What follows belongs to an exercise in optimizing a design on an open flow for small area; a production flow would make more cautious choices.
Only simulation tests tie the RTL to the original design; equivalence was not proved.
The clock port is modelled as an ideal driver; clocking choices that lean on that would not hold on a real chip.
Power figures rest on the tool's default switching activity, not on a simulated workload.

<file path="design/flow/config.mk">
export PLATFORM = sky130hd
export DESIGN_NAME = sp_parser
export DESIGN_NICKNAME = sp_parser
export VERILOG_FILES = /design/flow/design.v
export SDC_FILE = /design/flow/constraint.sdc
export NUM_CORES = 4
export LEC_CHECK = 0
export CAP_MARGIN = 20
export CORE_MARGIN = 2
export CORE_UTILIZATION = 65
export GPL_TIMING_DRIVEN = 0
export SLEW_MARGIN = 20
</file>
<file path="design/flow/constraint.sdc">
create_clock -name core_clock -period 6.0 [get_ports {clk}]
set_input_delay 1.2000 -clock core_clock [delete_from_list [all_inputs] [get_ports {clk}]]
set_output_delay 1.2000 -clock core_clock [all_outputs]
set_load 0.01 [all_outputs]
</file>
<file path="design/flow/design.v">
module sp_parser (
    input  wire        clk,
    input  wire        rst,         
    input  wire        in_valid,    
    input  wire [7:0]  in_byte,
    input  wire        json_ok,     
    output wire        st_valid,    
    output wire [7:0]  status,      
    output wire        pay_valid,   
    output wire [7:0]  pay_byte,
    output wire [1:0]  msg_state,   
    output wire [1:0]  msg_tag,     
    output wire [15:0] msg_props,
    output wire [15:0] msg_cmd,
    output wire [15:0] msg_plen,
    output wire        msg_stby,
    output wire [31:0] hb_epoch,
    output wire [31:0] hb_serial,
    output wire [15:0] hb_volt,
    output wire [7:0]  hb_temp,
    output wire [7:0]  hb_mode
);
    localparam [1:0] TAG_SAR  = 2'd1;
    localparam [1:0] TAG_STBY = 2'd2;
    localparam [1:0] TAG_HB   = 2'd3;
    reg        r_st_valid;
    reg        r_pay_valid;
    reg  [7:0] r_pay_byte;
    reg        m_valid;         
    reg        m_cinv;          
    reg        ez, ex, ey;
    reg  [3:0] idx;             
    reg  [1:0] tag;             
    reg        hck_hi;          
    reg [10:0] acc;             
    reg [15:0] pck;             
    reg [15:0] props;
    reg  [7:0] sh [0:10];       
    wire       push    = in_valid;
    wire [3:0] idx_inc = {idx[3] ^ (&idx[2:0]), idx[2] ^ (&idx[1:0]), idx[1] ^ idx[0], ~idx[0]};
    wire       scan    = (idx[3:1] == 3'd0);
    wire       is_sig  = (in_byte == 8'h54);
    wire       in_pay  = (idx == 4'd12);
    wire       at_cmd  = (idx == 4'd9);
    wire       at_len  = (idx == 4'd11);
    wire       is_hb   = (tag == TAG_HB);
    wire [1:0] code    = (in_byte == 8'h03) ? TAG_SAR  :
                         (in_byte == 8'h05) ? TAG_STBY :
                         (in_byte == 8'h08) ? TAG_HB   : 2'd0;
    wire       cmd_bad = !((in_byte == 8'hFF) && (tag != 2'd0));
    wire [7:0]  acc_op  = in_pay ? 8'd1 : in_byte;
    reg  [10:0] acc_sub;
    reg  [15:0] pck_sub;
    reg         abr, pbr, azc, pzc;
    integer j;
    always @* begin
        abr = 1'b0;
        for (j = 0; j < 8; j = j + 1) begin
            acc_sub[j] = acc[j] ^ acc_op[j] ^ abr;
            abr = (~acc[j] & acc_op[j]) | (~acc[j] & abr) | (acc_op[j] & abr);
        end
        azc = 1'b1;
        for (j = 8; j < 11; j = j + 1) begin
            acc_sub[j] = acc[j] ^ (abr & azc);
            azc = azc & ~acc[j];
        end
        pbr = 1'b0;
        for (j = 0; j < 8; j = j + 1) begin
            pck_sub[j] = pck[j] ^ in_byte[j] ^ pbr;
            pbr = (~pck[j] & in_byte[j]) | (~pck[j] & pbr) | (in_byte[j] & pbr);
        end
        pzc = 1'b1;
        for (j = 8; j < 16; j = j + 1) begin
            pck_sub[j] = pck[j] ^ (pbr & pzc);
            pzc = pzc & ~pck[j];
        end
    end
    wire [15:0] len    = {in_byte, sh[0]};
    wire       len_gt  = (len[15:10] != 6'd0) ||
                         ((len[9:4] == 6'h3F) && (len[3] || (len[2] && (len[1] || len[0]))));
    wire       len_bad = (tag == TAG_STBY) ? (len != 16'd1) :
                         is_hb             ? (len != 16'd15) :
                                             len_gt;
    wire       acc_hi0 = (acc[10:4] == 7'd0);
    wire       hck_bad = hck_hi || (acc != {3'd0, in_byte});
    wire       hdr_bad = len_bad || hck_bad;
    wire       len_zero = (len == 16'd0);
    wire       done_hdr = at_len && !hdr_bad && len_zero;
    wire       done_pay = in_pay && (acc[3:0] == 4'd1) && (is_hb || acc_hi0);
    wire       done     = done_hdr || done_pay;
    wire       pck_ok   = (pck == {8'd0, in_byte});
    wire       sh_pay   = in_pay && ((tag == TAG_STBY) ||
                                     (is_hb && (acc[3] || acc[2])));
    wire       sh_en    = (idx[3:1] == 3'd5) || sh_pay;
    always @(posedge clk) begin
        r_pay_byte <= in_byte;
        if (rst) begin
            r_st_valid  <= 1'b0;
            r_pay_valid <= 1'b0;
            m_valid     <= 1'b0;
            m_cinv      <= 1'b0;
            ez          <= 1'b0;
            ex          <= 1'b0;
            ey          <= 1'b0;
            idx         <= 4'd0;
        end else begin
            r_st_valid  <= push;
            r_pay_valid <= push && in_pay;
            if (push) begin
                m_valid <= 1'b0;
                m_cinv  <= 1'b0;
                ez      <= 1'b0;
                ex      <= 1'b0;
                ey      <= 1'b0;
                if (scan) begin
                    if (is_sig) begin
                        idx <= idx_inc;
                    end else begin
                        idx <= 4'd0;
                        ez  <= 1'b1;
                    end
                end else if (at_cmd && cmd_bad) begin
                    idx <= 4'd0;
                    ez  <= 1'b1;
                    ey  <= 1'b1;
                end else if (at_len && hdr_bad) begin
                    idx <= 4'd0;
                    ex  <= len_bad;
                    ey  <= hck_bad;
                end else if (done) begin
                    idx <= 4'd0;
                    if (!pck_ok) begin
                        ez <= 1'b1;
                        ex <= 1'b1;
                    end else if (tag == TAG_SAR && !json_ok)
                        m_cinv <= 1'b1;
                    else
                        m_valid <= 1'b1;
                end else if (!in_pay) begin
                    idx <= idx_inc;
                end
            end
        end
    end
    integer k;
    always @(posedge clk) begin
        if (push) begin
            case (idx)
                4'd2: acc[7:0]  <= in_byte;
                4'd3: begin
                    acc[10:8] <= in_byte[2:0];
                    hck_hi    <= (in_byte[7:3] != 5'd0);
                end
                4'd4: pck[7:0]  <= in_byte;
                4'd5: pck[15:8] <= in_byte;
                4'd6: props[7:0]  <= in_byte;
                4'd7: props[15:8] <= in_byte;
                4'd8: tag <= code;
                4'd11: acc <= {1'b0, in_byte[1:0], sh[0]};
                default: ;
            endcase
            if ((idx >= 4'd6 && idx <= 4'd10) || in_pay)
                acc <= acc_sub;
            if (in_pay)
                pck <= pck_sub;
            if (sh_en) begin
                sh[0] <= in_byte;
                for (k = 1; k < 11; k = k + 1)
                    sh[k] <= sh[k-1];
            end
            if (sh_pay)
                {acc[10:4], hck_hi} <= sh[10];
        end
    end
    wire [7:0] hb_b0 = {acc[10:4], hck_hi};
    assign st_valid  = r_st_valid;
    assign pay_valid = r_pay_valid;
    assign pay_byte  = r_pay_byte;
    assign status    = {1'b0, m_cinv, ez & ex, !ez & ey, !ez & ex,
                        ez & ey, ez & !ex & !ey, m_valid};
    assign msg_state = {m_valid | m_cinv, m_cinv};
    assign msg_tag   = m_valid ? tag : 2'd0;
    assign msg_props = props;
    assign msg_cmd   = {8'hFF, 4'h0, is_hb, tag == TAG_STBY,
                        tag == TAG_SAR, !is_hb};
    assign msg_plen  = (tag == TAG_SAR)  ? {6'd0, sh[0][1:0], sh[1]} :
                       (tag == TAG_STBY) ? 16'd1 : 16'd15;
    assign msg_stby  = (sh[0] != 8'd0);
    assign hb_epoch  = {sh[8], sh[9], sh[10], hb_b0};
    assign hb_serial = {sh[4], sh[5], sh[6], sh[7]};
    assign hb_volt   = {sh[2], sh[3]};
    assign hb_temp   = sh[1];
    assign hb_mode   = sh[0];
endmodule
</file>
<file path="design/flow/flow/run.sh">
#!/bin/bash
set -euo pipefail
bash standard.sh \
  "BUFFER_PORTS_ARGS=-buffer_cell sky130_fd_sc_hd__buf_1" \
  "CTS_ARGS=-sink_clustering_enable -repair_clock_nets -dont_use_dummy_load -buf_list sky130_fd_sc_hd__clkbuf_8 -sink_clustering_size 30 -sink_clustering_max_diameter 80" \
  finish > flow_standard.log 2>&1
</file>
<file path="design/flow/standard.sh">
#!/bin/bash
# synth_recipe.tcl (not shown) runs the flow's synth.tcl, then flattens the netlist and writes it again
# the make line also repeats each setting of config.mk as NAME=value (left out here)
make -C /OpenROAD-flow-scripts/flow DESIGN_CONFIG=/design/flow/config.mk WORK_HOME=/design/flow/orfs CLKGATE_MAP_FILE= SYNTH_SCRIPT=/design/flow/synth_recipe.tcl "${@:-finish}"
</file>
==> results.json, run 1 <==
{
  "ant_nets": 0,
  "design.final.nets": 747,
  "grt_first_pass_wirelength_mm": 23.5,
  "timing.critical_path.from_type": "input pin",
  "maxSlewViolCount": 0,
  "cts_root_buffer": "clkbuf_8",
  "fp.dieArea_mm2": 0.0112,
  "synth_top_cells_by_area": "edfxtp_1 (60%), dfxtp_1 (5.7%), fa_1 (4.2%), buf_4 (3.5%), ha_1 (3.0%)",
  "route.detailed.vias_per_inst": 5.53,
  "cts_tree": "built",
  "syn2layout_area_growth_pct": 17.9,
  "syn_area_per_cell_um2": 13.3,
  "track_usage": 0.286,
  "portion_of_total_power_attributed_to_sequential_cells": 0.637,
  "net_switching_power_mw": 0.376,
  "final-hold-violation-count": 0,
  "criticalPathCategory": "input pin to flop",
  "synth_largest_type_area_fraction": 0.598,
  "port_buffers": 158,
  "io-pin-count": 179,
  "area_of_the_mapped_netlist_mm2": 0.00673,
  "tritoncts_num_sinks": 153,
  "timing.critical_path.to_type": "flop",
  "hp-class": "flop to flop",
  "postSynth.topFlopCell": "edfxtp_1",
  "via_count_of_the_first_global_routing_pass": 4390,
  "hold_path_start": "sh[2][0]",
  "pwr-share-comb": 0.047,
  "clock_latency_on_the_worst_skew_pair_ns": 0.46,
  "vdd_ir_drop_max_v": 0.000206,
  "antenna_diode_instance_count": 0,
  "required_ns": 6.20,
  "synth_warnings": 2,
  "clockBufferDepth": 2,
  "core-area_mm2": 0.0102,
  "final_cell_mix": "buf_1 (159), edfxtp_1 (134), nand2_1 (37), inv_1 (37), nor2_1 (36)",
  "synthesis.instances": 507,
  "netlist.top_cell.by_area": "edfxtp_1",
  "setup.worst_path.start": "in_byte[0]",
  "rsz0062_at_grt": "false",
  "drt_first_pass_iters": 5,
  "fmaxAchievable_mhz": 177,
  "grt_max_degree": 27,
  "layout-drive-gt1-share": 0.0996,
  "vias": 4643,
  "period_share": 0.939,
  "routability_congestion_estimate": 0.935,
  "synth_seq_area_share": 0.654,
  "synth.ff_latch_count": 153,
  "synth.lib_cells_used.distinct": 53,
  "routed_wirelength_mm": 15.2,
  "drt_iter0_drc": 325,
  "power_density_mw_per_mm2": 228,
  "slew-limit-headroom": 0.430,
  "clkTransAtPathRegs_ns": 0.08,
  "floorplan.rows": 37,
  "report.final.setup_viol": 0,
  "worstPathMaxFanout": 10,
  "cts_made_buffers": 17,
  "post-layout-total-power_mw": 1.81,
  "timing.setup.tns_ns": 0,
  "cell_internal_pwr_mw": 1.43,
  "die_y_um": 106,
  "r2r-start": "idx[0]",
  "post_cts.repair.setup_buffers": 0,
  "status": "no timing/DRC/antenna violations",
  "post_synth_edffs": 134,
  "synthArstFlopShare": 0,
  "die_w_um": 106,
  "swShare": 0.208,
  "final_period_minus_worst_setup_slack_ns": 5.64,
  "globalRouteOverflowTotal": 0,
  "detailed_place_hpwl_mm": 11.1,
  "max_cap_violations": 0,
  "worst-slew-pin-transition_ns": 0.856,
  "leakagePower_nw": 2.82,
  "crit_arrival_ns": 5.84,
  "htree_levels": 4,
  "p_clk_frac": 0.317,
  "initial_utilization": 0.661,
  "finalClockSkew_ns": 0.0235,
  "grt_antenna_before_repair": 0,
  "layout_commonest_cell": "buf_1",
  "drc": 0,
  "drt-wirelength-per-cell_um": 18.1
}
[final cells by class]
type	instances	area [um2]
Clock buffer	17	234
Buffer	45	285
Timing Repair Buffer	163	708
Sequential cell	153	4410
Tap cell	136	170
Fill cell	669	2250
Multi-Input combinational cell	288	1990
Inverter	37	139
[power by group through the flow]
stage	Clock (mW)	Combinational [mW]	Sequential [mW]
after floorplan	0	0.0519	1.18
after global placement	0	0.0801	1.17
after detailed placement	0	0.0819	1.17
after CTS	0.575	0.0827	1.15
after global routing	0.616	0.0938	1.15
final	0.572	0.0842	1.15
[per-stage QoR]
stage | hold slack [ns] | cell area (um2) | setup WS (ns) | utilization | instances
6_report | 0.433 | 7940 | 0.364 | 0.779 | 839
5_1_grt | 0.459 | 7940 | 0.0799 | 0.779 | 839
4_1_cts | 0.444 | 7930 | 0.00445 | 0.778 | 840
3_5_place_dp | 0.432 | 7690 | -0.200 | 0.755 | 823
3_3_place_gp | 0.427 | 7560 | -0.140 | 0.743 | 818
2_1_floorplan | 0.451 | 6800 | 0.549 | - | 524
[per-layer routing]
layer | share of wire | GRT usage | vias up
met5 | 0 | 0 | -
li1 | - | - | 2142
met1 | 0.41 | 0.398 | 2233
met2 | 0.48 | 0.443 | 249
met3 | 0.096 | 0.0816 | 19
met4 | 0.013 | 0.0874 | 0
[state kept, by name, indices dropped and copies added (netlist names)]
name         cells
acc             11
ex               1
idx              4
hck_hi           1
pck             16
ez               1
sh              88
r_st_valid       1
r_pay_valid      1
r_pay_byte       8
ey               1
props           16
m_valid          1
m_cinv           1
tag              2
[worst max-delay path, cell delays in order]
cell,delay (ns)
buf_1,0.17
clkbuf_1,0.31
nor2_4,0.22
inv_1,0.07
ha_1,0.20
fa_1,0.39
inv_1,0.08
fa_1,0.16
inv_1,0.05
fa_1,0.47
fa_1,0.45
fa_1,0.43
fa_1,0.42
fa_1,0.44
ha_1,0.21
xnor2_1,0.18
a21oi_1,0.08
mux2_2,0.28
[timing repair]
| action | 4_1_cts | 5_1_grt |
|---|---|---|
| endpoints found under the setup margin | 0 | 3 |
| hold buffers | 0 | 0 |
| gates resized for setup | 0 | 3 |
[cell usage after synthesis (6+ instances only)]
| cell type | n |
|---|---|
| ha_1 | 16 |
| nand2b_1 | 7 |
| clkbuf_1 | 14 |
| nor4_1 | 7 |
| nor3_1 | 9 |
| dfxtp_1 | 19 |
| xnor2_1 | 11 |
| nand3_1 | 6 |
| buf_4 | 31 |
| and2_1 | 19 |
| edfxtp_1 | 134 |
| nand2_1 | 37 |
| inv_1 | 37 |
| o21ai_0 | 12 |
| nor2_1 | 37 |
| fa_1 | 14 |
| a21oi_1 | 25 |
[kinds of logic after synthesis]
kind of cell	count (synthesis)	synth area share
flops	153	0.654
simple gates	147	0.110
buf+inv	83	0.0636
compound gates	70	0.0688
fa+ha+maj	30	0.0714
xor+xnor	14	0.0182
mux	8	0.0128
other cells	2	0.00112
[path summary, 6_finish.rpt]
path              endpoint  slack, ns  depth (start not counted)
hold reg to reg   sh[3][0]       0.43                          0
setup / recovery    acc[9]       0.36                         18
hold / removal    sh[3][0]       0.43                          0
setup reg to reg    acc[9]       0.37                         19
==> run 2: changes to the inputs <==
--- a/design/flow/config.mk
+++ b/design/flow/config.mk
@@ -8,5 +8,4 @@
 export CAP_MARGIN = 20
 export CORE_MARGIN = 2
 export CORE_UTILIZATION = 65
-export GPL_TIMING_DRIVEN = 0
 export SLEW_MARGIN = 20
==> results.json, run 2 <==
{
  "detailed_place_hpwl_mm": 10.6,
  "fmaxAchievable_mhz": 178,
  "synthArstFlopShare": 0,
  "final_cell_mix": "buf_1 (159), edfxtp_1 (134), nand2_1 (37), nor2_1 (37), inv_1 (37)",
  "final_period_minus_worst_setup_slack_ns": 5.63,
  "hold-path-cell-count": 0,
  "layout_commonest_cell": "buf_1",
  "worst-slew-pin-transition_ns": 1.00,
  "ff2ff_path_depth": 19,
  "finalClockSkew_ns": 0.0249,
  "layout-drive-gt1-share": 0.0647,
  "synth.ff_latch_count": 153,
  "die_y_um": 106,
  "cts_tree": "built",
  "area_of_the_mapped_netlist_mm2": 0.00673,
  "postSynth.topFlopCell": "edfxtp_1",
  "rsz0062_at_grt": "false",
  "post_cts.repair.setup_buffers": 0,
  "design.final.nets": 709,
  "filler_cell_count": 694,
  "synth_largest_type_area_fraction": 0.598,
  "port_buffers": 159,
  "grt_antenna_before_repair": 0,
  "fp.dieArea_mm2": 0.0112,
  "post_cts.resized_instances": 0,
  "final-hold-violation-count": 0,
  "tritoncts_num_sinks": 153,
  "routed_wirelength_mm": 15.0,
  "max_cap_violations": 0,
  "post_synth_edffs": 134,
  "hp-class": "flop to flop",
  "largest_reg_by_ff_count": "sh",
  "clkTransAtPathRegs_ns": 0.08,
  "globalRouteOverflowTotal": 0,
  "syn2layout_area_growth_pct": 13.1,
  "io-pin-count": 179,
  "drt_iter0_drc": 449,
  "cts_made_buffers": 17,
  "core-area_mm2": 0.0102,
  "drt_first_pass_iters": 6,
  "post-synth-top-count-cell": "edfxtp_1",
  "status": "no timing/DRC/antenna violations",
  "vias": 4532,
  "cts.hold.buffers_added": 0,
  "placed_area_mm2": 0.00737,
  "floorplan.rows": 37,
  "timing.setup.tns_ns": 0,
  "largest_reg_flops": 88,
  "vdd_ir_drop_max_v": 0.000188,
  "synthesis.instances": 507,
  "drc": 0,
  "synth_seq_area_share": 0.654,
  "die_w_um": 106,
  "portion_of_total_power_attributed_to_sequential_cells": 0.642,
  "synth_top_cells_by_area": "edfxtp_1 (60%), dfxtp_1 (5.7%), fa_1 (4.2%), buf_4 (3.5%), ha_1 (3.0%)",
  "synth.lib_cells_used.distinct": 53,
  "grt_max_degree": 89,
  "drt-wirelength-per-cell_um": 18.8,
  "slew-limit-headroom": 0.328,
  "post-route-worst-setup-slack_ns": 0.374,
  "period_share": 0.938,
  "p_clk_frac": 0.314,
  "synth_warnings": 2,
  "htree_levels": 4,
  "swShare": 0.205,
  "critical-path-slowest-cell": "dfxtp_1",
  "cp_slowest_stage_delay_ns": 0.49,
  "worstPathMaxFanout": 9,
  "clockBufferDepth": 2,
  "cell_internal_pwr_mw": 1.43,
  "register_area_mm2": 0.00440,
  "initial_utilization": 0.661,
  "routability_congestion_estimate": 0.844,
  "maxSlewViolCount": 0,
  "criticalPathCategory": "flop to flop",
  "crit_arrival_ns": 5.82,
  "via_count_of_the_first_global_routing_pass": 4284,
  "timing.critical_path.to_type": "flop",
  "multi_input_comb_area_mm2": 0.00199,
  "required_ns": 6.19,
  "cts_root_buffer": "clkbuf_8",
  "report.final.setup_viol": 0,
  "worst_slack_at_placement_ns": 0.252,
  "syn_area_per_cell_um2": 13.3,
  "design_area_mm2": 0.00762,
  "cp_common_cell": "fa_1",
  "synth.top_cells.by_count": "edfxtp_1 (134), inv_1 (37), nand2_1 (37), nor2_1 (37), buf_4 (31)",
  "path_cells": "inv_1 -> ha_1 -> and3_1 -> nor2_1 -> inv_1 -> ha_1 -> fa_1 -> inv_1 -> fa_1 -> inv_1 -> fa_1 -> fa_1 -> fa_1 -> fa_1 -> fa_1 -> ha_1 -> xnor2_1 -> a21oi_1 -> mux2_2",
  "power_density_mw_per_mm2": 235,
  "post-layout-total-power_mw": 1.79,
  "track_usage": 0.279,
  "ant_nets": 0,
  "leakagePower_nw": 2.65,
  "timing.critical_path.from_type": "flop",
  "net_switching_power_mw": 0.367,
  "route.detailed.vias_per_inst": 5.66,
  "pwr-share-comb": 0.044,
  "grt_first_pass_wirelength_mm": 22.9,
  "top_flop_regs": "sh: 88 flops, pck: 16 flops, props: 16 flops",
  "netlist.top_cell.by_area": "edfxtp_1",
  "clock_latency_on_the_worst_skew_pair_ns": 0.45,
  "antenna_diode_instance_count": 0
}
-- run 2: cell counts after synthesis --
Identical to the previous run, type by type.
-- run 2: critical path: cells and delay by family, from the launching register on --
family	cells	cell delay [ns]
flops	1	0.49
fa+ha+maj	10	3.53
xor+xnor	1	0.16
simple gates	2	0.45
mux	1	0.27
compound gates	1	0.08
buf+inv	4	0.42
-- run 2: logic make-up after synthesis --
group / count (synthesis) / share of synthesized area
AND/OR/NAND/NOR: 147 / 0.110
XOR/XNOR: 14 / 0.0182
multiplexers: 8 / 0.0128
other: 2 / 0.00112
flip-flops: 153 / 0.654
AO/OA/AOI/OAI: 70 / 0.0688
buffers and inverters: 83 / 0.0636
adder cells (fa/ha/maj): 30 / 0.0714
-- run 2: worst paths after layout --
kind	slack, ns	startpoint	endpoint
worst max register to register	0.37	idx[1]	acc[9]
worst max-delay path	0.37	idx[1]	acc[9]
worst min register to register	0.44	sh[8][4]	sh[9][4]
worst min-delay path	0.44	sh[8][4]	sh[9][4]
-- run 2: metal layers --
| metal | wire length [um] | GRT usage | part of all wire | vias up |
|---|---|---|---|---|
| li1 | - | - | - | 2057 |
| met1 | 5820 | 0.383 | 0.39 | 2175 |
| met5 | 0 | 0 | 0 | - |
| met3 | 1550 | 0.0785 | 0.10 | 28 |
| met4 | 248 | 0.0865 | 0.016 | 0 |
| met2 | 7420 | 0.438 | 0.49 | 272 |
-- run 2: cell type report --
cell class,count,area share
repair buffers,170,0.0897
clock buffers,17,0.0307
well taps,136,0.0223
multi-input cells,288,0.261
inverters,37,0.0182
flip-flops and latches,153,0.578
-- run 2: through the flow --
stage / hold slack (ns) / instances / utilization
2_1_floorplan: 0.451 / 524 / -
3_3_place_gp: 0.427 / 784 / 0.724
3_5_place_dp: 0.432 / 784 / 0.724
4_1_cts: 0.440 / 801 / 0.747
5_1_grt: 0.441 / 801 / 0.748
6_report: 0.439 / 801 / 0.748
-- run 2: power groups by stage --
stage	Combinational (mW)	Sequential [mW]	Clock [mW]
floorplan	0.0519	1.18	0
global placement	0.0735	1.17	0
detailed placement	0.0767	1.17	0
CTS	0.0776	1.15	0.572
global route	0.0871	1.15	0.606
finish	0.0789	1.15	0.562
==> run 3: changes to the inputs <==
==> design/flow/flow/run.sh (replaced) <==
#!/bin/bash
set -euo pipefail
here=$(pwd)
POST_CTS_TCL=$here/flow/post_cts.tcl bash standard.sh \
  "BUFFER_PORTS_ARGS=-buffer_cell sky130_fd_sc_hd__buf_1" \
  "CTS_ARGS=-sink_clustering_enable -repair_clock_nets -dont_use_dummy_load -buf_list sky130_fd_sc_hd__clkbuf_4 -root_buf sky130_fd_sc_hd__clkbuf_8 -sink_clustering_size 20 -sink_clustering_max_diameter 40" \
  finish > flow_standard.log 2>&1
==> design/flow/flow/post_cts.tcl (new file) <==
set limit 0.110
set bigger sky130_fd_sc_hd__clkbuf_8
estimate_parasitics -placement
set n 0
foreach inst [get_cells *] {
  set m [get_property $inst ref_name]
  if {![string match sky130_fd_sc_hd__clkbuf_4 $m] && ![string match sky130_fd_sc_hd__clkbuf_2 $m]} continue
  set worst 0
  foreach opin [get_pins -of_objects $inst -filter "direction == output"] {
    set net [get_nets -of_objects $opin]
    foreach p [get_pins -of_objects $net -filter "direction == input"] {
      foreach rf {rise fall} {
        set s [get_property $p slew_max_$rf]
        if {$s > $worst} {set worst $s}
      }
    }
  }
  if {$worst > $limit} {
    replace_cell $inst $bigger
    incr n
  }
}
puts "post_cts: upsized $n clock buffers to $bigger"
estimate_parasitics -placement
--- a/design/flow/config.mk
+++ b/design/flow/config.mk
@@ -7,5 +7,5 @@
 export LEC_CHECK = 0
 export CAP_MARGIN = 20
 export CORE_MARGIN = 2
-export CORE_UTILIZATION = 65
+export CORE_UTILIZATION = 78
 export SLEW_MARGIN = 20
==> results.json, run 3 <==
{
  "status": "no timing/DRC/antenna violations",
  "pwr-share-comb": 0.049,
  "design.final.nets": 706,
  "final-hold-violation-count": 0,
  "p_clk_frac": 0.272,
  "drc": 0,
  "top_flop_regs": "sh: 88 flops, pck: 16 flops, props: 16 flops",
  "swShare": 0.212,
  "path_cells": "inv_1 -> ha_1 -> and3_1 -> nor2_1 -> inv_1 -> ha_1 -> fa_1 -> inv_1 -> fa_1 -> inv_1 -> fa_1 -> fa_1 -> fa_1 -> fa_1 -> fa_1 -> ha_1 -> xnor2_1 -> a21oi_1 -> mux2_2",
  "synth_largest_type_area_fraction": 0.598,
  "port_buffers": 159,
  "area_of_the_mapped_netlist_mm2": 0.00673,
  "initial_utilization": 0.811,
  "post-synth-top-count-cell": "edfxtp_1",
  "syn_area_per_cell_um2": 13.3,
  "grt_antenna_before_repair": 0,
  "synth_seq_area_share": 0.654,
  "track_usage": 0.376,
  "criticalPathCategory": "flop to flop",
  "vias": 4933,
  "antenna_diode_instance_count": 0,
  "worst-slew-pin-transition_ns": 1.09,
  "timing.setup.tns_ns": 0,
  "reg2reg_setup_slack_ns": 0.31,
  "fmaxAchievable_mhz": 176,
  "critical-path-top-delay-family": "adder cells",
  "clock_latency_on_the_worst_skew_pair_ns": 0.43,
  "finalClockSkew_ns": 0.0304,
  "synth_warnings": 2,
  "route.detailed.vias_per_inst": 6.43,
  "final_cell_mix": "buf_1 (159), edfxtp_1 (134), nand2_1 (37), nor2_1 (37), inv_1 (37)",
  "cp_common_cell": "fa_1",
  "floorplan.rows": 33,
  "layout-drive-gt1-share": 0.0604,
  "critical-path-slowest-cell": "dfxtp_1",
  "globalRouteOverflowTotal": 0,
  "crit_arrival_ns": 5.88,
  "postSynth.topFlopCell": "edfxtp_1",
  "netlist.top_cell.by_area": "edfxtp_1",
  "period_share": 0.949,
  "largest_reg_by_ff_count": "sh",
  "fp.dieArea_mm2": 0.00939,
  "worst-path-buf-inv": 4,
  "maxSlewViolCount": 0,
  "synthesis.instances": 507,
  "synth_top_cells_by_area": "edfxtp_1 (60%), dfxtp_1 (5.7%), fa_1 (4.2%), buf_4 (3.5%), ha_1 (3.0%)",
  "largest_reg_flops": 88,
  "cts_tree": "built",
  "grt_first_pass_wirelength_mm": 26.4,
  "synthArstFlopShare": 0,
  "drt_first_pass_iters": 6,
  "die_w_um": 96.9,
  "drt_iter0_drc": 667,
  "grt_max_degree": 89,
  "synth.top_cells.by_count": "edfxtp_1 (134), inv_1 (37), nand2_1 (37), nor2_1 (37), buf_4 (31)",
  "report.final.setup_viol": 0,
  "routed_wirelength_mm": 17.8,
  "slew-limit-headroom": 0.270,
  "routability_congestion_estimate": 0.882,
  "cell_internal_pwr_mw": 1.33,
  "io-pin-count": 179,
  "layout_commonest_cell": "buf_1",
  "worst_slack_at_placement_ns": 0.235,
  "core-area_mm2": 0.00830,
  "leakagePower_nw": 2.60,
  "rsz0062_at_grt": "false",
  "post-route-worst-setup-slack_ns": 0.309,
  "vdd_ir_drop_max_v": 0.000208,
  "post_synth_edffs": 134,
  "syn2layout_area_growth_pct": 11.1,
  "cp_slowest_stage_delay_ns": 0.51,
  "die_y_um": 96.9,
  "max_cap_violations": 0,
  "hp-class": "flop to flop",
  "timing.critical_path.to_type": "flop",
  "timing.critical_path.from_type": "flop",
  "worstPathMaxFanout": 9,
  "tritoncts_num_sinks": 153,
  "final_period_minus_worst_setup_slack_ns": 5.69,
  "required_ns": 6.19,
  "detailed_place_hpwl_mm": 12.3,
  "portion_of_total_power_attributed_to_sequential_cells": 0.679,
  "via_count_of_the_first_global_routing_pass": 4724,
  "ant_nets": 0,
  "drt-wirelength-per-cell_um": 23.2,
  "clkTransAtPathRegs_ns": 0.11,
  "synth.ff_latch_count": 153,
  "power_density_mw_per_mm2": 226,
  "net_switching_power_mw": 0.358,
  "synth.lib_cells_used.distinct": 53
}
-- run 3: cell counts after synthesis --
Identical to the previous run, type by type.
-- run 3: metrics by stage --
step	cell area, um2	hold WS [ns]	total power [mW]	utilization	instances
detailed placement	7310	0.431	1.25	0.881	750
global route	7480	0.432	1.74	0.901	767
global placement	7310	0.426	1.24	0.881	750
finish	7480	0.425	1.69	0.901	767
floorplan	6800	0.451	1.23	-	524
-- run 3: path summary, 6_finish.rpt --
check                              start        to  cells after the start
worst max-delay path              idx[1]    acc[9]                     19
worst min-delay path            sh[3][1]  sh[4][1]                      0
worst max register to register    idx[1]    acc[9]                     19
worst min register to register  sh[3][1]  sh[4][1]                      0
-- run 3: final cells by class --
cell class | instances | area, um2
well taps | 105 | 131
multi-input cells | 288 | 1990
repair buffers | 167 | 657
flip-flops and latches | 153 | 4400
inverters | 37 | 139
clock buffers | 17 | 153
fillers | 337 | 821
-- run 3: metal layers --
layer	track usage	vias to the layer above	wire, um
li1	-	2061	-
met1	0.467	2291	5430
met2	0.626	483	9050
met3	0.0867	98	2440
met4	0.191	0	856
met5	0	-	0
-- run 3: cell families after synthesis --
family | Yosys count | share of synthesized area
AOI/OAI and AO/OA | 70 | 0.0688
xor gates and xnor gates | 14 | 0.0182
adders and majority gates | 30 | 0.0714
buffers and inverters | 83 | 0.0636
DFF | 153 | 0.654
muxes | 8 | 0.0128
other | 2 | 0.00112
and+or+nand+nor | 147 | 0.110
-- run 3: power groups by stage --
stage                     logic (mW)  registers (mW)  clock network [mW]
after global placement        0.0706            1.17                   0
after floorplan               0.0519            1.18                   0
final                         0.0828            1.15               0.460
after global routing          0.0875            1.15               0.500
after detailed placement      0.0770            1.17                   0
==> run 4: changes to the inputs <==
--- a/design/flow/design.v
+++ b/design/flow/design.v
@@ -82,7 +82,7 @@
                          is_hb             ? (len != 16'd15) :
                                              len_gt;
     wire       acc_hi0 = (acc[10:4] == 7'd0);
-    wire       hck_bad = hck_hi || (acc != {3'd0, in_byte});
+    wire       hck_bad = (acc != {3'd0, in_byte});
     wire       hdr_bad = len_bad || hck_bad;
     wire       len_zero = (len == 16'd0);
     wire       done_hdr = at_len && !hdr_bad && len_zero;
@@ -91,7 +91,7 @@
     wire       pck_ok   = (pck == {8'd0, in_byte});
     wire       sh_pay   = in_pay && ((tag == TAG_STBY) ||
                                      (is_hb && (acc[3] || acc[2])));
-    wire       sh_en    = (idx[3:1] == 3'd5) || sh_pay;
+    wire       sh_en    = (!scan && !in_pay) || sh_pay;
     always @(posedge clk) begin
         r_pay_byte <= in_byte;
         if (rst) begin
@@ -146,19 +146,13 @@
     always @(posedge clk) begin
         if (push) begin
             case (idx)
-                4'd2: acc[7:0]  <= in_byte;
-                4'd3: begin
-                    acc[10:8] <= in_byte[2:0];
-                    hck_hi    <= (in_byte[7:3] != 5'd0);
-                end
-                4'd4: pck[7:0]  <= in_byte;
-                4'd5: pck[15:8] <= in_byte;
-                4'd6: props[7:0]  <= in_byte;
-                4'd7: props[15:8] <= in_byte;
+                4'd5: pck   <= {in_byte, sh[0]};
+                4'd7: props <= {in_byte, sh[0]};
                 4'd8: tag <= code;
-                4'd11: acc <= {1'b0, in_byte[1:0], sh[0]};
                 default: ;
             endcase
+            if (idx == 4'd3 || at_len)
+                acc <= {in_byte[2:0] | {3{in_byte[7:3] != 5'd0}}, sh[0]};
             if ((idx >= 4'd6 && idx <= 4'd10) || in_pay)
                 acc <= acc_sub;
             if (in_pay)
--- a/design/flow/config.mk
+++ b/design/flow/config.mk
@@ -7,5 +7,5 @@
 export LEC_CHECK = 0
 export CAP_MARGIN = 20
 export CORE_MARGIN = 2
-export CORE_UTILIZATION = 78
+export CORE_UTILIZATION = 70
 export SLEW_MARGIN = 20
==> results.json, run 4 <==
{
  "status": "no timing/DRC/antenna violations",
  "worstPathMaxFanout": 28,
  "postSynth.topFlopCell": "edfxtp_1",
  "die_y_um": 101,
  "cell_internal_pwr_mw": 1.32,
  "r2r_end": "acc[9]",
  "layout-drive-gt1-share": 0.0519,
  "required_ns": 6.12,
  "utilization": 0.802,
  "globalRouteOverflowTotal": 0,
  "slew-limit-headroom": 0.393,
  "netlist.top_cell.by_area": "edfxtp_1",
  "path_cells": "inv_1 -> ha_1 -> nand3_1 -> buf_4 -> and2_1 -> fa_1 -> inv_1 -> fa_1 -> inv_1 -> fa_1 -> fa_1 -> fa_1 -> fa_1 -> fa_1 -> ha_1 -> xor2_1 -> o21ai_0 -> o21ai_0",
  "core-area_mm2": 0.00920,
  "swShare": 0.206,
  "tritoncts_num_sinks": 153,
  "fmaxAchievable_mhz": 201,
  "drt_first_pass_iters": 4,
  "route.detailed.vias_per_inst": 5.94,
  "criticalPathCategory": "flop to flop",
  "clkTransAtPathRegs_ns": 0.11,
  "r2r-start": "idx[1]",
  "grt_max_degree": 51,
  "report.final.setup_viol": 0,
  "cp_slowest_stage_delay_ns": 0.41,
  "hold_path_start": "sh[6][6]",
  "synth_warnings": 2,
  "drt_iter0_drc": 290,
  "syn_area_per_cell_um2": 13.3,
  "pwr-share-comb": 0.036,
  "worst-path-buf-inv": 4,
  "ff2ff_path_depth": 18,
  "timing.critical_path.from_type": "flop",
  "synthesis.instances": 500,
  "largest_reg_flops": 88,
  "via_count_of_the_first_global_routing_pass": 4400,
  "design.final.nets": 698,
  "final-hold-violation-count": 0,
  "routed_wirelength_mm": 15.3,
  "routability_congestion_estimate": 0.942,
  "timing.setup.tns_ns": 0,
  "power_density_mw_per_mm2": 226,
  "reg2reg_setup_slack_ns": 1.03,
  "hp-class": "flop to flop",
  "critical-path-top-delay-family": "adder cells",
  "worst-slew-pin-transition_ns": 0.902,
  "synthArstFlopShare": 0,
  "synth_largest_type_area_fraction": 0.607,
  "drt-wirelength-per-cell_um": 19.9,
  "hold-path-cell-count": 0,
  "ant_nets": 0,
  "finalClockSkew_ns": 0.0319,
  "max_cap_violations": 0,
  "grt_first_pass_wirelength_mm": 23.1,
  "port_buffers": 159,
  "synth_top_cells_by_area": "edfxtp_1 (61%), dfxtp_1 (5.7%), fa_1 (4.2%), buf_4 (3.5%), ha_1 (2.8%)",
  "filler_cell_count": 564,
  "clock_latency_on_the_worst_skew_pair_ns": 0.42,
  "portion_of_total_power_attributed_to_sequential_cells": 0.688,
  "vias": 4552,
  "timing.critical_path.to_type": "flop",
  "final_period_minus_worst_setup_slack_ns": 4.97,
  "detailed_place_hpwl_mm": 10.9,
  "post-layout-total-power_mw": 1.67,
  "vdd_ir_drop_max_v": 0.000153,
  "endpoint_of_the_worst_hold_timing_path": "sh[7][6]",
  "io-pin-count": 179,
  "largest_reg_by_ff_count": "sh",
  "drc": 0,
  "syn2layout_area_growth_pct": 11.2,
  "net_switching_power_mw": 0.344,
  "top_flop_regs": "sh: 88 flops, pck: 16 flops, props: 16 flops",
  "hold-worst-slack_ns": 0.433,
  "floorplan.rows": 35,
  "track_usage": 0.307,
  "leakagePower_nw": 2.60,
  "initial_utilization": 0.721,
  "fp.dieArea_mm2": 0.0103,
  "grt_antenna_before_repair": 0,
  "die_w_um": 101,
  "layout_commonest_cell": "buf_1",
  "synth.lib_cells_used.distinct": 52,
  "p_clk_frac": 0.276,
  "cts_tree": "built",
  "cp_common_cell": "fa_1",
  "post-synth-top-count-cell": "edfxtp_1",
  "final_cell_mix": "buf_1 (159), edfxtp_1 (134), nand2_1 (39)",
  "crit_arrival_ns": 5.09,
  "synth.top_cells.by_count": "edfxtp_1 (134), nand2_1 (39), inv_1 (35)",
  "antenna_diode_instance_count": 0,
  "area_of_the_mapped_netlist_mm2": 0.00663,
  "maxSlewViolCount": 0,
  "synth_seq_area_share": 0.664,
  "critical-path-slowest-cell": "fa_1",
  "post_synth_edffs": 134,
  "rsz0062_at_grt": "false",
  "synth.ff_latch_count": 153,
  "period_share": 0.828
}
==> run 4: stage by stage <==
step / cells / setup slack, ns / cell area, um2
final: 766 / 1.03 / 7370
after global routing: 766 / 0.792 / 7370
after detailed placement: 749 / 0.685 / 7220
after global placement: 749 / 0.828 / 7220
after floorplan: 517 / 0.994 / 6700
==> run 4: power groups by stage <==
| stage | combinational [mW] | clock (mW) | sequential, mW |
|---|---|---|---|
| after floorplan | 0.0429 | 0 | 1.17 |
| after global placement | 0.0561 | 0 | 1.17 |
| after detailed placement | 0.0581 | 0 | 1.17 |
| after global routing | 0.0668 | 0.503 | 1.15 |
| final | 0.0600 | 0.461 | 1.15 |
==> run 4: worst reg2reg max path, cell delays in order, from the launching register on <==
cell and delay (ns):
dfxtp_1 0.40, inv_1 0.11, ha_1 0.28, nand3_1 0.14, buf_4 0.27, and2_1 0.22
fa_1 0.39, inv_1 0.09, fa_1 0.17, inv_1 0.05, fa_1 0.41, fa_1 0.41
fa_1 0.39, fa_1 0.39, fa_1 0.40, ha_1 0.20, xor2_1 0.14, o21ai_0 0.14
o21ai_0 0.09
==> run 4: kinds of logic (layout without fill, tap and decap cells) <==
kind of cell / count (synthesis) / in the layout / share of synthesized area
AO/OA/AOI/OAI: 70 / 70 / 0.0656
XOR/XNOR: 15 / 15 / 0.0198
adder cells (fa/ha/maj): 29 / 29 / 0.0706
buffers and inverters: 82 / 220 / 0.0641
flip-flops: 153 / 153 / 0.664
multiplexers: 3 / 3 / 0.00490
other: 2 / 19 / 0.00113
AND/OR/NAND/NOR: 146 / 146 / 0.110
==> run 4: worst max-delay path by stage <==
stage	start	end	slack [ns]	cells past startpoint
2_1_floorplan	in_byte[0]	acc[8]	0.99	15
3_3_place_gp	in_byte[0]	acc[9]	0.83	16
3_5_place_dp	in_byte[0]	acc[9]	0.68	16
6_report	idx[1]	acc[9]	1.03	18
5_1_grt	idx[1]	acc[9]	0.79	18
==> run 4: routing by layer <==
layer | vias up | share of wire | track usage
met3 | 31 | 0.10 | 0.0980
met5 | - | 0 | 0
li1 | 2029 | - | -
met1 | 2216 | 0.38 | 0.405
met2 | 276 | 0.50 | 0.496
met4 | 0 | 0.017 | 0.0946
==> run 4: layout make-up <==
type	count	area, um2	area share
Clock buffer	17	153	0.0207
Tap cell	111	139	0.0188
Timing Repair Buffer	168	664	0.0901
Multi-Input combinational cell	282	1880	0.255
Inverter	35	131	0.0178
Sequential cell	153	4400	0.597
==> run 5: changes to the inputs <==
--- a/design/flow/design.v
+++ b/design/flow/design.v
@@ -82,13 +82,13 @@
                          is_hb             ? (len != 16'd15) :
                                              len_gt;
     wire       acc_hi0 = (acc[10:4] == 7'd0);
-    wire       hck_bad = (acc != {3'd0, in_byte});
+    wire       hck_bad = (acc_sub != 11'd0);
     wire       hdr_bad = len_bad || hck_bad;
     wire       len_zero = (len == 16'd0);
     wire       done_hdr = at_len && !hdr_bad && len_zero;
     wire       done_pay = in_pay && (acc[3:0] == 4'd1) && (is_hb || acc_hi0);
     wire       done     = done_hdr || done_pay;
-    wire       pck_ok   = (pck == {8'd0, in_byte});
+    wire       pck_ok   = (pck_sub == 16'd0);
     wire       sh_pay   = in_pay && ((tag == TAG_STBY) ||
                                      (is_hb && (acc[3] || acc[2])));
     wire       sh_en    = (!scan && !in_pay) || sh_pay;
--- a/design/flow/config.mk
+++ b/design/flow/config.mk
@@ -7,5 +7,5 @@
 export LEC_CHECK = 0
 export CAP_MARGIN = 20
 export CORE_MARGIN = 2
-export CORE_UTILIZATION = 70
+export CORE_UTILIZATION = 60
 export SLEW_MARGIN = 20
==> results.json, run 5 <==
{
  "max_cap_violations": 0,
  "final_cell_mix": "buf_1 (159), edfxtp_1 (134), nand2_1 (43)",
  "ant_nets": 0,
  "vdd_ir_drop_max_v": 0.000222,
  "port_buffers": 159,
  "synth_largest_type_area_fraction": 0.619,
  "cp_slowest_stage_delay_ns": 0.45,
  "place_inst": 755,
  "rsz0062_at_grt": "false",
  "m1_gr_usage": 0.351,
  "crit_arrival_ns": 5.79,
  "timing.critical_path.to_type": "flop",
  "critical-path-slowest-cell": "dfxtp_1",
  "floorplan.rows": 37,
  "synth.top_cells.by_count": "edfxtp_1 (134), nand2_1 (43), buf_4 (31), nor2_1 (31), inv_1 (29)",
  "layout-drive-gt1-share": 0.0786,
  "clock_latency_on_the_worst_skew_pair_ns": 0.42,
  "final_period_minus_worst_setup_slack_ns": 5.48,
  "cell_internal_pwr_mw": 1.33,
  "criticalPathCategory": "flop to flop",
  "die_y_um": 108,
  "top_flop_regs": "sh: 88 flops, pck: 16 flops, props: 16 flops",
  "layoutNonFillerInstCount": 772,
  "worst-slew-pin-transition_ns": 0.878,
  "cp_common_cell": "fa_1",
  "hold-worst-slack_ns": 0.435,
  "period_share": 0.913,
  "report.final.setup_viol": 0,
  "synth.lib_cells_used.distinct": 54,
  "track_usage": 0.256,
  "detailed_place_hpwl_mm": 10.4,
  "synthesis.instances": 475,
  "net_switching_power_mw": 0.342,
  "postSynth.topFlopCell": "edfxtp_1",
  "syn_area_per_cell_um2": 13.7,
  "netlist.top_cell.by_area": "edfxtp_1",
  "routability_congestion_estimate": 0.940,
  "p_clk_frac": 0.279,
  "globalRouteMet2Util": 0.392,
  "timing.setup.tns_ns": 0,
  "portion_of_total_power_attributed_to_sequential_cells": 0.685,
  "largest_reg_by_ff_count": "sh",
  "synthArstFlopShare": 0,
  "design.final.nets": 672,
  "grt.busiest_layer": "met2",
  "required_ns": 6.31,
  "layout_commonest_cell": "buf_1",
  "tritoncts_num_sinks": 153,
  "grt_max_degree": 89,
  "post-synth-top-count-cell": "edfxtp_1",
  "swShare": 0.204,
  "core-area_mm2": 0.0104,
  "area_of_the_mapped_netlist_mm2": 0.00650,
  "path_cells": "inv_1 -> ha_1 -> nand3_1 -> nand2b_1 -> ha_1 -> fa_1 -> inv_1 -> fa_1 -> inv_1 -> fa_1 -> fa_1 -> fa_1 -> fa_1 -> fa_1 -> ha_1 -> xor2_1 -> nor2_1 -> and3_2 -> a21oi_1 -> a211oi_2 -> mux2_2",
  "pwr-share-comb": 0.036,
  "maxSlewViolCount": 0,
  "synth_warnings": 2,
  "globalRouteOverflowTotal": 0,
  "die_w_um": 108,
  "grt_antenna_before_repair": 0,
  "hp-class": "flop to flop",
  "largest_reg_flops": 88,
  "power_density_mw_per_mm2": 229,
  "clkTransAtPathRegs_ns": 0.10,
  "routed_wirelength_mm": 14.4,
  "synth_top_cells_by_area": "edfxtp_1 (62%), dfxtp_1 (5.9%), fa_1 (4.3%), buf_4 (3.6%), nand2_1 (2.5%)",
  "leakagePower_nw": 2.54,
  "groute.layer.met3.usage": 0.0826,
  "grt_first_pass_wirelength_mm": 21.8,
  "drt-wirelength-per-cell_um": 18.7,
  "status": "no timing/DRC/antenna violations",
  "worstPathMaxFanout": 7,
  "syn2layout_area_growth_pct": 12.5,
  "final-hold-violation-count": 0,
  "drt_iter0_drc": 340,
  "fp.dieArea_mm2": 0.0117,
  "timing.critical_path.from_type": "flop",
  "drc": 0,
  "vias": 4290,
  "synth_seq_area_share": 0.678,
  "via_count_of_the_first_global_routing_pass": 4084,
  "synth.ff_latch_count": 153,
  "cts_tree": "built",
  "route.detailed.vias_per_inst": 5.56,
  "initial_utilization": 0.624,
  "utilization": 0.702,
  "finalClockSkew_ns": 0.0245,
  "fmaxAchievable_mhz": 183,
  "drt_first_pass_iters": 5,
  "post_synth_edffs": 134,
  "slew-limit-headroom": 0.409,
  "io-pin-count": 179,
  "antenna_diode_instance_count": 0
}
run 5: worst max-delay path, delay by kind of cell (launching register included):
kind	cells	cell delay [ns]
xor+xnor	1	0.22
mux	1	0.27
compound gates	2	0.27
fa+ha+maj	10	3.30
buf+inv	3	0.25
flops	1	0.45
simple gates	4	0.64
run 5: kinds of logic (layout without fill, tap and decap cells):
| kind of cell | Yosys count | in the layout | share of synthesized area |
|---|---|---|---|
| and+or+nand+nor | 149 | 149 | 0.117 |
| AOI/OAI and AO/OA | 66 | 66 | 0.0685 |
| adders and majority gates | 22 | 22 | 0.0585 |
| DFF | 153 | 153 | 0.678 |
| xor gates and xnor gates | 6 | 6 | 0.00809 |
| muxes | 5 | 5 | 0.00847 |
| other | 2 | 19 | 0.00116 |
| buffers and inverters | 72 | 216 | 0.0601 |
run 5: power groups by stage:
stage,logic [mW],clock network [mW],registers [mW]
global route,0.0666,0.513,1.15
global placement,0.0578,0,1.17
finish,0.0605,0.467,1.15
floorplan,0.0411,0,1.17
detailed placement,0.0592,0,1.17
run 5: final timing paths:
check | endpoint | startpoint | cells past startpoint | slack [ns]
worst min-delay path | sh[4][3] | sh[3][3] | 0 | 0.44
worst max register to register | idx[0] | idx[1] | 21 | 0.52
worst min register to register | sh[4][3] | sh[3][3] | 0 | 0.44
worst max-delay path | idx[0] | idx[1] | 21 | 0.52
run 5: cell type report:
| type | count | area, um2 |
|---|---|---|
| clock buffers | 17 | 159 |
| multi-input cells | 267 | 1780 |
| flip-flops and latches | 153 | 4400 |
| inverters | 29 | 109 |
| repair buffers | 170 | 683 |
| fillers | 764 | 3110 |
| well taps | 136 | 170 |
run 5: metal layers:
metal	vias to the layer above	part of all wire
met5	-	0
met4	0	0.016
met3	20	0.10
met2	234	0.48
met1	2055	0.40
li1	1981	-
run 5: through the flow:
| step | instance area, um2 | worst slack (ns) | total power, mW |
|---|---|---|---|
| after global routing | 7310 | 0.156 | 1.73 |
| after detailed placement | 7150 | 0.218 | 1.23 |
| after floorplan | 6570 | 0.637 | 1.21 |
| after global placement | 7150 | 0.325 | 1.23 |
| final | 7310 | 0.525 | 1.67 |
==> run 6: changes to the inputs <==
--- a/design/flow/config.mk
+++ b/design/flow/config.mk
@@ -7,5 +7,5 @@
 export LEC_CHECK = 0
 export CAP_MARGIN = 20
 export CORE_MARGIN = 2
-export CORE_UTILIZATION = 60
+export CORE_UTILIZATION = 70
 export SLEW_MARGIN = 20
==> results.json, run 6 <==
{
  "status": "no timing/DRC/antenna violations",
  "drt_first_pass_iters": 5,
  "hp-class": "flop to flop",
  "place_inst": 730,
  "placed_area_mm2": 0.00712,
  "hold-worst-slack_ns": 0.433,
  "route.detailed.vias_per_inst": 5.84,
  "core-area_mm2": 0.00911,
  "rsz0062_at_grt": "false",
  "drt-wirelength-per-cell_um": 19.0,
  "final_cell_mix": "buf_1 (159), edfxtp_1 (134), nand2_1 (43)",
  "routability_congestion_estimate": 0.900,
  "slew-limit-headroom": 0.278,
  "initial_utilization": 0.713,
  "grt_first_pass_wirelength_mm": 21.6,
  "drc": 0,
  "layoutNonFillerInstCount": 747,
  "antenna_diode_instance_count": 0,
  "finalClockSkew_ns": 0.0334,
  "area_of_the_mapped_netlist_mm2": 0.00650,
  "fp.dieArea_mm2": 0.0101,
  "timing.setup.tns_ns": 0,
  "routed_wirelength_mm": 14.2,
  "crit_arrival_ns": 5.81,
  "synth.ff_latch_count": 153,
  "synth_top_cells_by_area": "edfxtp_1 (62%), dfxtp_1 (5.9%), fa_1 (4.3%), buf_4 (3.6%), nand2_1 (2.5%)",
  "cts_tree": "built",
  "maxSlewViolCount": 0,
  "post-layout-total-power_mw": 1.66,
  "top_flop_regs": "sh: 88 flops, pck: 16 flops, props: 16 flops",
  "power_density_mw_per_mm2": 228,
  "largest_reg_by_ff_count": "sh",
  "design.final.nets": 672,
  "post-synth-top-count-cell": "edfxtp_1",
  "postSynth.topFlopCell": "edfxtp_1",
  "ant_nets": 0,
  "synth_warnings": 2,
  "leakagePower_nw": 2.53,
  "detailed_place_hpwl_mm": 10.2,
  "io-pin-count": 179,
  "post-route-worst-setup-slack_ns": 0.553,
  "timing.critical_path.to_type": "flop",
  "final-hold-violation-count": 0,
  "clock_latency_on_the_worst_skew_pair_ns": 0.41,
  "fmaxAchievable_mhz": 184,
  "via_count_of_the_first_global_routing_pass": 4151,
  "track_usage": 0.292,
  "synthArstFlopShare": 0,
  "layout_commonest_cell": "buf_1",
  "syn_area_per_cell_um2": 13.7,
  "drt_iter0_drc": 301,
  "report.final.setup_viol": 0,
  "design_area_mm2": 0.00727,
  "final_period_minus_worst_setup_slack_ns": 5.45,
  "clkTransAtPathRegs_ns": 0.10,
  "worst_slack_at_placement_ns": 0.204,
  "die_w_um": 100,
  "utilization": 0.798,
  "grt_antenna_before_repair": 0,
  "vdd_ir_drop_max_v": 0.000300,
  "worst-slew-pin-transition_ns": 1.08,
  "criticalPathCategory": "flop to flop",
  "globalRouteOverflowTotal": 0,
  "tritoncts_num_sinks": 153,
  "die_y_um": 100,
  "synth_largest_type_area_fraction": 0.619,
  "synth.lib_cells_used.distinct": 54,
  "period_share": 0.908,
  "synth.top_cells.by_count": "edfxtp_1 (134), nand2_1 (43), buf_4 (31), nor2_1 (31), inv_1 (29)",
  "timing.critical_path.from_type": "flop",
  "vias": 4360,
  "layout-drive-gt1-share": 0.0786,
  "grt_max_degree": 89,
  "netlist.top_cell.by_area": "edfxtp_1",
  "required_ns": 6.36,
  "synth_seq_area_share": 0.678,
  "floorplan.rows": 35,
  "max_cap_violations": 0,
  "syn2layout_area_growth_pct": 11.8,
  "largest_reg_flops": 88,
  "post_synth_edffs": 134,
  "port_buffers": 159,
  "worstPathMaxFanout": 7,
  "synthesis.instances": 475
}
[run 6: cell counts after synthesis]
No cell type changed its count.
[run 6: logic make-up after synthesis]
logic type      after synthesis  synth area share
compound gates               66            0.0685
xor+xnor                      6           0.00809
fa+ha+maj                    22            0.0585
buf+inv                      72            0.0601
flops                       153             0.678
mux                           5           0.00847
other cells                   2           0.00116
simple gates                149             0.117
[run 6: final cells by class]
cell class	count	area, um2
clock buffer	17	153
fill	553	1840
inverter	29	109
multi-input combinational	267	1780
sequential	153	4400
tap	111	139
timing repair buffer	170	679
[run 6: path summary, 6_finish.rpt]
| check | from | to | slack (ns) | cells after the start |
|---|---|---|---|---|
| min | sh[8][4] | sh[9][4] | 0.43 | 0 |
| min reg2reg | sh[8][4] | sh[9][4] | 0.43 | 0 |
| max | idx[1] | idx[3] | 0.55 | 20 |
| max reg2reg | idx[1] | idx[3] | 0.55 | 20 |
[run 6: metal layers]
layer / track usage / vias up / share of wire
li1: - / 1973 / -
met4: 0.104 / 0 / 0.021
met2: 0.459 / 275 / 0.48
met3: 0.104 / 27 / 0.12
met1: 0.381 / 2085 / 0.38
met5: 0 / - / 0
[run 6: worst max-delay path, stage by stage, from the launching register on]
cell and delay [ns]:
dfxtp_1 0.48, inv_1 0.11, ha_1 0.24, nand3_1 0.17, nand2b_1 0.10, ha_1 0.20
fa_1 0.36, inv_1 0.08, fa_1 0.17, inv_1 0.05, fa_1 0.41, fa_1 0.43
fa_1 0.44, fa_1 0.40, fa_1 0.41, ha_1 0.30, nor3b_1 0.18, and3_2 0.26
nand2_1 0.08, o311ai_1 0.29, a32o_1 0.21
[run 6: power breakdown]
group | leakage [nW] | internal, mW | switching (mW)
registers | 1.36 | 1.14 | 0.00132
logic | 1.09 | 0.0199 | 0.0402
clock network | 0.0886 | 0.161 | 0.289
==> run 7: changes to the inputs <==
==> design/flow/flow/run.sh (replaced) <==
#!/bin/bash
set -euo pipefail
here=$(pwd)
POST_CTS_TCL=$here/flow/post_cts.tcl bash standard.sh \
  "REMOVE_ABC_BUFFERS=1" \
  "BUFFER_PORTS_ARGS=-buffer_cell sky130_fd_sc_hd__buf_1" \
  "CTS_ARGS=-sink_clustering_enable -repair_clock_nets -dont_use_dummy_load -buf_list sky130_fd_sc_hd__clkbuf_4 -root_buf sky130_fd_sc_hd__clkbuf_8 -sink_clustering_size 20 -sink_clustering_max_diameter 40" \
  finish > flow_standard.log 2>&1
--- a/design/flow/config.mk
+++ b/design/flow/config.mk
@@ -8,4 +8,5 @@
 export CAP_MARGIN = 20
 export CORE_MARGIN = 2
 export CORE_UTILIZATION = 70
+export GPL_TIMING_DRIVEN = 0
 export SLEW_MARGIN = 20
==> results.json, run 7 <==
{
  "status": "no timing/DRC/antenna violations",
  "placed_area_mm2": 0.00715,
  "final_period_minus_worst_setup_slack_ns": 5.75,
  "slew-limit-headroom": 0.385,
  "worst_slack_at_placement_ns": -0.119,
  "syn2layout_area_growth_pct": 12.7,
  "io-pin-count": 179,
  "layoutNonFillerInstCount": 742,
  "syn_area_per_cell_um2": 13.7,
  "synth_top_cells_by_area": "edfxtp_1 (62%), dfxtp_1 (5.9%), fa_1 (4.3%), buf_4 (3.6%), nand2_1 (2.5%)",
  "detailed_place_hpwl_mm": 10.1,
  "largest_reg_flops": 88,
  "r2r-start": "idx[1]",
  "grt_max_degree": 29,
  "globalRouteOverflowTotal": 0,
  "via_count_of_the_first_global_routing_pass": 4042,
  "area_of_the_mapped_netlist_mm2": 0.00650,
  "synth.top_cells.by_count": "edfxtp_1 (134), nand2_1 (43), buf_4 (31), nor2_1 (31), inv_1 (29)",
  "finalClockSkew_ns": 0.0364,
  "swShare": 0.203,
  "largest_reg_by_ff_count": "sh",
  "cp_common_cell": "fa_1",
  "port_buffers": 159,
  "rsz0062_at_grt": "false",
  "drt_iter0_drc": 425,
  "max_cap_violations": 0,
  "hp-class": "flop to flop",
  "synth.lib_cells_used.distinct": 54,
  "p_clk_frac": 0.282,
  "post-route-worst-setup-slack_ns": 0.251,
  "critical-path-top-delay-family": "adder cells",
  "vdd_ir_drop_max_v": 0.000167,
  "die_w_um": 100,
  "cell_internal_pwr_mw": 1.34,
  "clock_latency_on_the_worst_skew_pair_ns": 0.42,
  "initial_utilization": 0.713,
  "synth_largest_type_area_fraction": 0.619,
  "fmaxAchievable_mhz": 174,
  "synth_warnings": 2,
  "fp.dieArea_mm2": 0.0101,
  "criticalPathCategory": "input pin to flop",
  "design.final.nets": 667,
  "utilization": 0.804,
  "cts_tree": "built",
  "maxSlewViolCount": 0,
  "setup.worst_path.start": "in_byte[0]",
  "route.detailed.vias_per_inst": 5.97,
  "period_share": 0.958,
  "layout-drive-gt1-share": 0.0761,
  "core-area_mm2": 0.00911,
  "grt_antenna_before_repair": 0,
  "layout_commonest_cell": "buf_1",
  "tritoncts_num_sinks": 153,
  "drt_first_pass_iters": 6,
  "postSynth.topFlopCell": "edfxtp_1",
  "ant_nets": 0,
  "drc": 0,
  "pwr-share-comb": 0.035,
  "clkTransAtPathRegs_ns": 0.09,
  "portion_of_total_power_attributed_to_sequential_cells": 0.683,
  "final_cell_mix": "buf_1 (159), edfxtp_1 (134), nand2_1 (43)",
  "path_cells": "buf_1 -> nand2b_1 -> ha_1 -> fa_1 -> inv_1 -> fa_1 -> inv_1 -> fa_1 -> fa_1 -> fa_1 -> fa_1 -> fa_1 -> nand4_1 -> nor3b_1 -> and3_2 -> a21oi_1 -> a211oi_2 -> mux2_2",
  "synth_seq_area_share": 0.678,
  "routability_congestion_estimate": 0.887,
  "routed_wirelength_mm": 14.5,
  "grt_first_pass_wirelength_mm": 21.6,
  "top_flop_regs": "sh: 88 flops, pck: 16 flops, props: 16 flops",
  "report.final.setup_viol": 0,
  "design_area_mm2": 0.00733,
  "worst-path-buf-inv": 3,
  "critical-path-slowest-cell": "fa_1",
  "die_y_um": 100,
  "vias": 4429,
  "crit_arrival_ns": 6.08,
  "final-hold-violation-count": 0,
  "synthesis.instances": 475,
  "place_inst": 725,
  "net_switching_power_mw": 0.341,
  "power_density_mw_per_mm2": 229,
  "antenna_diode_instance_count": 0,
  "cp_slowest_stage_delay_ns": 0.53,
  "post_synth_edffs": 134,
  "synth.ff_latch_count": 153,
  "leakagePower_nw": 2.54,
  "synthArstFlopShare": 0,
  "netlist.top_cell.by_area": "edfxtp_1",
  "track_usage": 0.293,
  "floorplan.rows": 35,
  "worst-slew-pin-transition_ns": 0.910,
  "filler_cell_count": 529,
  "post-synth-top-count-cell": "edfxtp_1",
  "timing.critical_path.to_type": "flop",
  "post-layout-total-power_mw": 1.68,
  "hold_path_start": "sh[5][7]",
  "timing.critical_path.from_type": "input pin",
  "worstPathMaxFanout": 12,
  "drt-wirelength-per-cell_um": 19.5,
  "required_ns": 6.33
}
==> run 7: cell counts after synthesis <==
No cell type changed its count.
==> run 7: final timing paths <==
| check | cells after the start | slack [ns] | end |
|---|---|---|---|
| setup reg to reg | 20 | 0.35 | idx[0] |
| hold / removal | 0 | 0.43 | sh[6][7] |
| hold reg to reg | 0 | 0.43 | sh[6][7] |
| setup / recovery | 18 | 0.25 | idx[0] |
==> run 7: cell families after synthesis <==
family                   after synthesis  share of synthesized area
adder cells (fa/ha/maj)               22                     0.0585
flip-flops                           153                      0.678
other                                  2                    0.00116
AO/OA/AOI/OAI                         66                     0.0685
multiplexers                           5                    0.00847
AND/OR/NAND/NOR                      149                      0.117
buffers and inverters                 72                     0.0601
XOR/XNOR                               6                    0.00809
==> run 7: through the flow <==
step	TNS [ns]	hold WS [ns]
final	0	0.428
after global routing	0	0.440
after detailed placement	-0.700	0.431
after global placement	-178.75	0.427
after floorplan	-8.21	0.452
==> run 7: routing by layer <==
layer	track usage	routed length (um)	up-vias
li1	-	-	1972
met1	0.403	5480	2099
met2	0.456	6960	319
met3	0.0801	1750	39
met4	0.106	277	0
met5	0	0	-
==> run 7: cell type report <==
cell class              instances  area [um2]  area share
well taps                     111         139      0.0190
inverters                      29         109      0.0149
flip-flops and latches        153        4400       0.601
multi-input cells             267        1810       0.246
clock buffers                  17         165      0.0225
repair buffers                165         704      0.0961
==> run 7: power groups by stage <==
| stage | Clock, mW | Sequential (mW) | Combinational [mW] |
|---|---|---|---|
| after global routing | 0.511 | 1.15 | 0.0644 |
| after global placement | 0 | 1.17 | 0.0548 |
| after detailed placement | 0 | 1.17 | 0.0556 |
| final | 0.474 | 1.15 | 0.0585 |
| after floorplan | 0 | 1.17 | 0.0303 |
==> run 8: changes to the inputs <==
--- a/design/flow/config.mk
+++ b/design/flow/config.mk
@@ -8,5 +8,4 @@
 export CAP_MARGIN = 20
 export CORE_MARGIN = 2
 export CORE_UTILIZATION = 70
-export GPL_TIMING_DRIVEN = 0
 export SLEW_MARGIN = 20
==> results.json, run 8 <==
{
  "status": "no timing/DRC/antenna violations",
  "drt-wirelength-per-cell_um": 19.8,
  "pwr-share-comb": 0.036,
  "synth_largest_type_area_fraction": 0.619,
  "rsz0062_at_grt": "false",
  "cell_internal_pwr_mw": 1.33,
  "placed_area_mm2": 0.00709,
  "slew-limit-headroom": 0.291,
  "timing.setup.tns_ns": 0,
  "synth_warnings": 2,
  "post-synth-top-count-cell": "edfxtp_1",
  "area_of_the_mapped_netlist_mm2": 0.00650,
  "timing.critical_path.from_type": "input pin",
  "final_period_minus_worst_setup_slack_ns": 5.43,
  "maxSlewViolCount": 0,
  "swShare": 0.201,
  "net_switching_power_mw": 0.335,
  "post_synth_edffs": 134,
  "grt_max_degree": 89,
  "die_w_um": 100,
  "fp.dieArea_mm2": 0.0101,
  "io-pin-count": 179,
  "required_ns": 6.32,
  "finalClockSkew_ns": 0.0351,
  "final_cell_mix": "buf_1 (159), edfxtp_1 (134), nand2_1 (43)",
  "port_buffers": 159,
  "antenna_diode_instance_count": 0,
  "report.final.setup_viol": 0,
  "route.detailed.vias_per_inst": 5.92,
  "timing.critical_path.to_type": "flop",
  "grt_antenna_before_repair": 0,
  "layout_commonest_cell": "buf_1",
  "final-hold-violation-count": 0,
  "worstPathMaxFanout": 4,
  "vias": 4403,
  "netlist.top_cell.by_area": "edfxtp_1",
  "vdd_ir_drop_max_v": 0.000224,
  "detailed_place_hpwl_mm": 10.6,
  "hp-class": "flop to flop",
  "core-area_mm2": 0.00911,
  "via_count_of_the_first_global_routing_pass": 4112,
  "fmaxAchievable_mhz": 184,
  "initial_utilization": 0.713,
  "worst_slack_at_placement_ns": 0.186,
  "cts_tree": "built",
  "power_density_mw_per_mm2": 230,
  "drc": 0,
  "p_clk_frac": 0.277,
  "criticalPathCategory": "input pin to flop",
  "design_area_mm2": 0.00725,
  "top_flop_regs": "sh: 88 flops, pck: 16 flops, props: 16 flops",
  "ant_nets": 0,
  "synthArstFlopShare": 0,
  "post-route-worst-setup-slack_ns": 0.567,
  "die_y_um": 100,
  "largest_reg_by_ff_count": "sh",
  "post-layout-total-power_mw": 1.67,
  "synth_seq_area_share": 0.678,
  "layout-drive-gt1-share": 0.0742,
  "max_cap_violations": 0,
  "postSynth.topFlopCell": "edfxtp_1",
  "tritoncts_num_sinks": 153,
  "worst-slew-pin-transition_ns": 1.06,
  "clkTransAtPathRegs_ns": 0.10,
  "globalRouteOverflowTotal": 0,
  "synth.lib_cells_used.distinct": 54,
  "utilization": 0.796,
  "track_usage": 0.297,
  "syn2layout_area_growth_pct": 11.6,
  "routed_wirelength_mm": 14.7,
  "routability_congestion_estimate": 0.892,
  "drt_iter0_drc": 424,
  "crit_arrival_ns": 5.76,
  "period_share": 0.905,
  "clock_latency_on_the_worst_skew_pair_ns": 0.41,
  "leakagePower_nw": 2.52,
  "portion_of_total_power_attributed_to_sequential_cells": 0.688,
  "grt_first_pass_wirelength_mm": 21.8,
  "synth.ff_latch_count": 153,
  "syn_area_per_cell_um2": 13.7,
  "drt_first_pass_iters": 5,
  "synth.top_cells.by_count": "edfxtp_1 (134), nand2_1 (43), buf_4 (31), nor2_1 (31), inv_1 (29)",
  "largest_reg_flops": 88,
  "synthesis.instances": 475,
  "floorplan.rows": 35,
  "synth_top_cells_by_area": "edfxtp_1 (62%), dfxtp_1 (5.9%), fa_1 (4.3%), buf_4 (3.6%), nand2_1 (2.5%)",
  "design.final.nets": 669
}
-- run 8: cell types whose count changed in the layout (fill, tap and decap cells not counted), sizes merged --
cell and change:
buf +2
-- run 8: power groups by stage --
stage | clock network [mW] | logic (mW) | registers, mW
3_3_place_gp | 0 | 0.0558 | 1.17
2_1_floorplan | 0 | 0.0303 | 1.17
5_1_grt | 0.503 | 0.0658 | 1.15
6_report | 0.461 | 0.0597 | 1.15
3_5_place_dp | 0 | 0.0578 | 1.17
-- run 8: path summary, 6_finish.rpt --
kind	slack, ns	cells after the start	from	endpoint
setup reg to reg	0.57	20	idx[1]	idx[3]
hold / removal	0.43	0	sh[5][7]	sh[6][7]
hold reg to reg	0.43	0	sh[5][7]	sh[6][7]
setup / recovery	0.57	18	in_byte[0]	idx[3]
-- run 8: worst max-delay path: stages --
cell and delay [ns]:
buf_1 0.09, nand2b_1 0.16, ha_1 0.20, fa_1 0.37, inv_1 0.08, fa_1 0.17
inv_1 0.06, fa_1 0.43, fa_1 0.43, fa_1 0.42, fa_1 0.38, fa_1 0.41
ha_1 0.31, nor3b_1 0.21, and3_2 0.29, nand2_1 0.07, o311ai_1 0.26, a32o_1 0.21
-- run 8: per-stage QoR --
stage	instances	hold WS, ns
after floorplan	449	0.452
after global placement	727	0.427
after detailed placement	727	0.432
after global routing	744	0.443
final	744	0.429
-- run 8: cell families (layout without fill, tap and decap cells) --
family                     count (synthesis)  count (layout)  share of synthesized area
adders and majority gates                 22              22                     0.0585
DFF                                      153             153                      0.678
other                                      2              19                    0.00116
xor gates and xnor gates                   6               6                    0.00809
muxes                                      5               5                    0.00847
and+or+nand+nor                          149             149                      0.117
buffers and inverters                     72             213                     0.0601
AOI/OAI and AO/OA                         66              66                     0.0685
-- run 8: layout make-up --
class,instances,area [um2]
Tap cell,111,139
Clock buffer,17,159
Sequential cell,153,4400
Fill cell,555,1860
Multi-Input combinational cell,267,1780
Timing Repair Buffer,167,657
Inverter,29,109
-- run 8: layer usage --
layer / global-route usage / part of all wire / vias to the layer above
met5: 0 / 0 / -
met4: 0.106 / 0.024 / 0
met3: 0.0982 / 0.12 / 37
met2: 0.473 / 0.49 / 310
met1: 0.388 / 0.37 / 2084
li1: - / - / 1972

[static timing again, ports no longer ideal]
The flow's constraints put no driver on any port. The routed layouts listed below were extracted and timed again, unchanged, in two steps.
Step 1, drivers: a clkbuf_16 drives clk and a buf_2 each remaining input, both assumed.
Step 2 also shifts input and output timing later by t, the mid clock arrival at the registers, as if the neighbouring blocks saw the same clock.
Three values: ideal, step 1, step 2; two values: the first two.
run	shift t [ns]	slack for setup (ns)
run 1	0.480	0.364 / 0.370 / -0.100
run 2	0.471	0.374 / 0.374 / 0.206
run 3	0.450	0.309 / 0.309 / 0.204
run 4	0.437	1.031 / 1.031 / 0.652
run 5	0.444	0.525 / 0.525 / 0.173
run 6	0.429	0.553 / 0.553 / 0.180
run 7	0.432	0.251 / 0.263 / -0.169
run 8	0.426	0.567 / 0.571 / 0.154
Met with ideal ports but missed after step 2: setup timing in run 1 and run 7.
